Context: an optimization exercise on an open-source flow, tuned for small area, a short achievable clock period and few clock cycles per item. The choices shown serve that exercise and are no tape-out recipe.
Function was checked by simulation only, so behaviour that the tests miss may differ from the original.
Power is estimated from default activity; no workload was simulated.

==> design/flow/design.v <==
module cptv_encoder (
    input  wire        clk,
    input  wire        rst,           
    input  wire        cmd_valid,
    output wire        cmd_ready,
    input  wire [4:0]  cmd_width,     
    input  wire [15:0] cmd_count,     
    input  wire        cmd_hist,      
    output reg         cmd_err,       
    input  wire        s_valid,
    output wire        s_ready,
    input  wire [15:0] s_data,
    input  wire        h_valid,
    output wire        h_ready,
    input  wire [15:0] h_data,
    output reg         out_valid,
    input  wire        out_ready,
    output reg  [31:0] out_data,
    output reg         out_last,
    output reg         res_valid,
    output reg  [4:0]  res_width
);
    reg        busy;          
    reg        flushing;      
    reg [4:0]  width;         
    reg        hist;
    reg [15:0] samples_left;
    reg [16:0] tprev;         
    reg [4:0]  maxneed;       
    reg [47:0] acc_q;
    reg [5:0]  nbits;
    assign cmd_ready = !busy && !flushing;
    wire cmd_fire = cmd_valid && cmd_ready;
    wire cmd_ok   = (cmd_width <= 5'd16) && (cmd_count != 16'd0);
    wire slot_free = !out_valid || out_ready;
    wire send_full = (nbits >= 6'd32) && slot_free;
    wire send_last = flushing && (nbits != 6'd0) && (nbits < 6'd32) && slot_free;
    wire can_take = busy && (samples_left != 16'd0) && (nbits < 6'd32);
    assign s_ready = can_take && (!hist || h_valid);
    assign h_ready = can_take && hist && s_valid;
    wire take = can_take && s_valid && (!hist || h_valid);
    wire [15:0] base  = hist ? h_data : 16'd0;
    wire [16:0] t     = {1'b0, s_data} - {1'b0, base};
    wire [17:0] r     = {t[16], t} - {tprev[16], tprev};
    wire [17:0] mag   = r[17] ? ~r : r;
    reg  [4:0]  need;
    integer i;
    always @(*) begin
        need = 5'd1;
        for (i = 0; i < 17; i = i + 1)
            if (mag[i]) need = i[4:0] + 5'd2;
    end
    wire [15:0] code_mask = ~(16'hFFFF << width);
    wire [15:0] code      = r[15:0] & code_mask;
    wire [5:0]  put     = (take && width != 5'd0) ? {1'b0, width} : 6'd0;
    wire [47:0] shifted = send_full ? (acc_q << 32) : acc_q;
    wire [5:0]  held    = send_full ? nbits - 6'd32 : nbits;
    wire [47:0] placed  = ({32'd0, code} << (6'd48 - held - put));
    wire [47:0] acc_next = (put != 6'd0) ? (shifted | placed) : shifted;
    wire [5:0]  nbits_next = held + put;
    always @(posedge clk) begin
        if (rst) begin
            busy         <= 1'b0;
            flushing     <= 1'b0;
            width        <= 5'd0;
            hist         <= 1'b0;
            samples_left <= 16'd0;
            tprev        <= 17'd0;
            maxneed      <= 5'd1;
            acc_q        <= 48'd0;
            nbits        <= 6'd0;
            cmd_err      <= 1'b0;
            out_valid    <= 1'b0;
            out_data     <= 32'd0;
            out_last     <= 1'b0;
            res_valid    <= 1'b0;
            res_width    <= 5'd0;
        end else begin
            cmd_err   <= 1'b0;
            res_valid <= 1'b0;
            if (out_valid && out_ready)
                out_valid <= 1'b0;
            if (cmd_fire) begin
                if (cmd_ok) begin
                    busy         <= 1'b1;
                    width        <= cmd_width;
                    hist         <= cmd_hist;
                    samples_left <= cmd_count;
                    tprev        <= 17'd0;
                    maxneed      <= 5'd1;
                    acc_q        <= 48'd0;
                    nbits        <= 6'd0;
                end else begin
                    cmd_err <= 1'b1;
                end
            end
            if (busy) begin
                acc_q <= acc_next;
                nbits <= nbits_next;
                if (send_full) begin
                    out_valid <= 1'b1;
                    out_data  <= acc_q[47:16];
                    out_last  <= 1'b0;    
                end
                if (take) begin
                    tprev        <= t;
                    samples_left <= samples_left - 16'd1;
                    if (need > maxneed)
                        maxneed <= need;
                    if (samples_left == 16'd1) begin
                        busy      <= 1'b0;
                        flushing  <= 1'b1;
                        res_valid <= 1'b1;
                        res_width <= (need > maxneed) ?
                                     ((need > 5'd16) ? 5'd0 : need) :
                                     ((maxneed > 5'd16) ? 5'd0 : maxneed);
                    end
                end
            end else if (flushing) begin
                if (send_full) begin
                    acc_q     <= acc_q << 32;
                    nbits     <= nbits - 6'd32;
                    out_valid <= 1'b1;
                    out_data  <= acc_q[47:16];
                    out_last  <= (nbits == 6'd32);
                    if (nbits == 6'd32)
                        flushing <= 1'b0;
                end else if (send_last) begin
                    acc_q     <= 48'd0;
                    nbits     <= 6'd0;
                    out_valid <= 1'b1;
                    out_data  <= acc_q[47:16];
                    out_last  <= 1'b1;
                    flushing  <= 1'b0;
                end else if (nbits == 6'd0) begin
                    flushing <= 1'b0;
                end
            end
        end
    end
endmodule
==> design/flow/run.sh <==
#!/bin/bash
# synth_recipe.tcl (not shown) runs the flow's synth.tcl, then flattens the netlist and writes it again
# the make line also repeats each setting of config.mk as NAME=value (left out here)
make -C /OpenROAD-flow-scripts/flow DESIGN_CONFIG=/design/flow/config.mk WORK_HOME=/design/flow/orfs CLKGATE_MAP_FILE= SYNTH_SCRIPT=/design/flow/synth_recipe.tcl finish
==> design/flow/config.mk <==
export PLATFORM = sky130hd
export DESIGN_NAME = cptv_encoder
export DESIGN_NICKNAME = cptv_encoder
export VERILOG_FILES = /design/flow/design.v
export SDC_FILE = /design/flow/constraint.sdc
export NUM_CORES = 4
export LEC_CHECK = 0
export CAP_MARGIN = 20
export CORE_MARGIN = 2
export CORE_UTILIZATION = 40
export SLEW_MARGIN = 20
==> design/flow/constraint.sdc <==
create_clock -name core_clock -period 7.5 [get_ports {clk}]
set_input_delay 1.5000 -clock core_clock [delete_from_list [all_inputs] [get_ports {clk}]]
set_output_delay 1.5000 -clock core_clock [all_outputs]
set_load 0.01 [all_outputs]
==> flow_summary.yaml <==
run_status:
  outcome: "finished clean"
sta:
  slew_viol_final: 0
  setup_viol: 0
  skew_ps: 16.0
  fin_hold_ws_ps: 451
  relSlewSlack_pct: 36.7
  post-route-period-util_pct: 98.6
  fin_crit_ps: 7390
  tightest_slew_ps: 949
  rsz0062_at_grt: "true"
  fmax_mhz: 135
  hold_viol: 0
cts:
  cts.path.max_buffers: 2
  clock_latency_ps: 440
  htree_levels: 4
  numCtsBuffers: 17
  cts-root-buf: "clkbuf_16"
  holdBufCountCts: 0
  clk_pin_slew_ps: 60
  cts_sinks: 141
  cts_tree: "built"
critical_path:
  crit_required_ps: 7830
  crit_top_cell: "buf_4"
  cp_slowest_cell: "clkdlybuf4s50_1"
  path_class: "input pin to flop"
  cp.arrival_ps: 7730
  slowest_delay_ps: 450
  worstPathMaxFanout: 6
  start_kind: "input pin"
  cp-end-kind: "flop"
synthesis:
  synth_xor_area_share_pct: 2.91
  avgSynthCellArea_sq_um: 7.60
  ys_seq_area_share_pct: 28.5
  synth_fa_ha_area_share_pct: 7.97
  ys_seq_elements: 141
  synth-simple-area-share_pct: 24.0
  synth_compound_area_share_pct: 28.7
  synth_top_family_by_area: "compound AO/OA/AOI/OAI gates"
  syn_area_sq_um: 9890
  synth_cell_type_count: 100
  synth_edf_count: 0
  synth_async_sr_flop_share_pct: 0
  syn_nets: 1422
  synth_mux_area_share_pct: 2.57
  synthFlopType: "dfxtp_1"
  yosys_warnings: 1
  syn-instance-count: 1302
cells_and_area:
  layout.nets: 1604
  n_antenna_cell: 0
  layout_common_cells: "179 x nand2_1, 141 x dfxtp_1, 135 x buf_4, 122 x nor2_1, 118 x a21oi_1"
  final_cells: 1821
  final_common_cell: "nand2_1"
  multi_input_area_sq_um: 6810
  drive_gt1_share_pct: 16.8
  fillCellCount: 2380
  synthToLayoutAreaGrowth_pct: 30.3
  regArea_sq_um: 2820
placed_design:
  gp_congestion: 0.934
  portBuffers: 103
  placed_cells: 1778
  hpwl_mm: 22.6
power_and_ir_drop:
  p_clk_share_pct: 29.8
  p_sw_share_pct: 36.5
  power.leakage_nw: 4.75
  power.internal_mw: 1.74
  power.density_nw_per_um2: 213
  seq_power_share_pct: 28.4
  peakVddDrop_mv: 0.146
  p_comb_share_pct: 41.8
  p_switching_mw: 1.00
global_route:
  antenna_found_initial: 0
  first_global_vias: 9719
  grt-ovfl-total: 0
  grt_max_degree: 86
  grt.total_usage_pct: 23.2
  grt_pass1_wl_mm: 49.4
route:
  totalWireLength_mm: 30.6
  firstDrtPassIters: 6
  antenna_left: 0
  post_drt_via_cell_ratio: 5.76
  wl_per_cell_um: 16.8
  drtIter0Drc: 648
  drc: 0
  dr_total_vias: 10500
die:
  row_count: 57
  die_area_sq_um: 26000
  fp.dieW_um: 161
  io_pins: 104
  dieHeight_um: 161
  fp.coreArea_sq_um: 24300
  start_util_pct: 40.7
worst_hold_path:
  hold_class: "flop to flop"
run:
  drv_cap: 0
[synthesized netlist by cell type, types with 8 or more instances]
library cell  instances  area [sq um]
nand2_1             184           691
dfxtp_1             141          2820
nor2_1              124           465
a21oi_1             120           601
clkbuf_1             68           255
inv_1                56           210
ha_1                 55           688
o21ai_0              54           270
nor3_1               41           205
nand3_1              38           190
a22oi_1              31           233
a21o_1               23           173
a221oi_1             18           158
xnor2_1              18           158
nand2b_1             16           100
mux2i_1              15           150
a31oi_1              14          87.6
and2_1               14          87.6
nor2b_1              14          87.6
or3_1                13          81.3
xor2_1               13           114
a32oi_1              11          96.3
and3_1               11          68.8
a211oi_1             10          75.1
o21a_1               10          75.1
a311oi_1              9          78.8
nor4_1                9          56.3
mux2_2                8          90.1
nand4_1               8          50.1
[state kept, by name, summed over array words and instances (netlist names)]
name and cells:
out_data 32, res_valid 1, busy 1, width 5
out_valid 1, cmd_err 1, samples_left 16, hist 1
out_last 1, res_width 5, maxneed 5, tprev 17
nbits 6, flushing 1, acc_q 48
[stage by stage]
step	cell area [sq um]	TNS [ps]	utilization, %	worst slack, ps	total power [mW]
floorplan	9900	0	-	5.82	1.39
global placement	12000	-5930	49.3	-641	1.80
CTS	12700	0	52.2	3.47	2.67
global route	12900	-1650	53.0	-215	2.90
finish	12900	0	53.0	106	2.75
detailed placement	12000	-7360	49.3	-827	1.81
[final cells by class]
type,instances,share of cell area [%]
tap,324,3.15
clock inverter,14,1.00
multi-input combinational,1025,52.8
timing repair buffer,241,16.1
sequential,141,21.9
inverter,58,1.69
clock buffer,18,3.33
[power groups by stage]
stage / Clock, mW / Combinational [mW] / Sequential [mW]
floorplan: 0 / 0.605 / 0.789
global placement: 0 / 1.00 / 0.796
detailed placement: 0 / 1.01 / 0.797
CTS: 0.831 / 1.06 / 0.779
global route: 0.864 / 1.25 / 0.782
finish: 0.818 / 1.15 / 0.780
[metal layers]
metal | vias to the layer above | part of all wire, % | track usage (%)
met5 | - | 0 | 0
met4 | 0 | 2.9 | 8.16
met3 | 65 | 4.5 | 3.31
met2 | 318 | 48 | 40.4
met1 | 4969 | 44 | 29.4
li1 | 5139 | - | -
[logic make-up after synthesis]
| kind of cell | after synthesis |
|---|---|
| xor+xnor | 32 |
| flops | 141 |
| fa+ha+maj | 60 |
| compound gates | 403 |
| mux | 24 |
| simple gates | 506 |
| buf+inv | 136 |
[timing repair]
action	4_1_cts	5_1_grt
resized for setup	25	32
setup endpoints to repair	10	10
pin swaps	13	12
buffers inserted	5	6
[path summary, 6_finish.rpt]
check	startpoint	slack, ps	cells past startpoint	endpoint
setup / recovery	h_data[0]	110	34	res_width[4]$_SDFFE_PP0P_
hold / removal	out_data[16]$_SDFFE_PP0P_	450	2	out_data[16]$_SDFFE_PP0P_
setup reg to reg	hist$_SDFFE_PP0P_	1090	29	res_width[4]$_SDFFE_PP0P_
hold reg to reg	out_data[16]$_SDFFE_PP0P_	450	2	out_data[16]$_SDFFE_PP0P_
[critical path: cells and delay by family]
family	cells	cell delay [ps]
adders and majority gates	4	1170
AOI/OAI and AO/OA	14	2420
buffers and inverters	7	1230
and+or+nand+nor	8	1230
xor gates and xnor gates	1	170
Testbench counts, summed over its fixed seeds: cycles 535,063, samples 462,776.

port drivers added, routing unchanged:
How much do the figures lean on ideal ports? The routed layout below was timed once more, with nothing changed but the port constraints. Step 1 sets driving cells, clkbuf_16 on the clock port and buf_2 on the other inputs (assumed; they add their load-dependent delay and slew). Step 2 also shifts input and output timing later by t, the mid clock arrival at the registers, as if the neighbouring blocks saw the same clock. Slacks: no drivers / after step 1 / after step 2; pairs: no drivers / after step 1.
shift t [ns]: 0.478
slack for setup (ns): 0.106 / 0.129 / -0.349
clock arrival spread, ns: 0.016 / 0.016
worst slew at a driven data input, ns: 0.04
Met with ideal ports but missed after step 2: setup timing in this run. For this run, drivers alone change the setup slack by +0.023 ns; drivers and shift together by -0.455 ns.
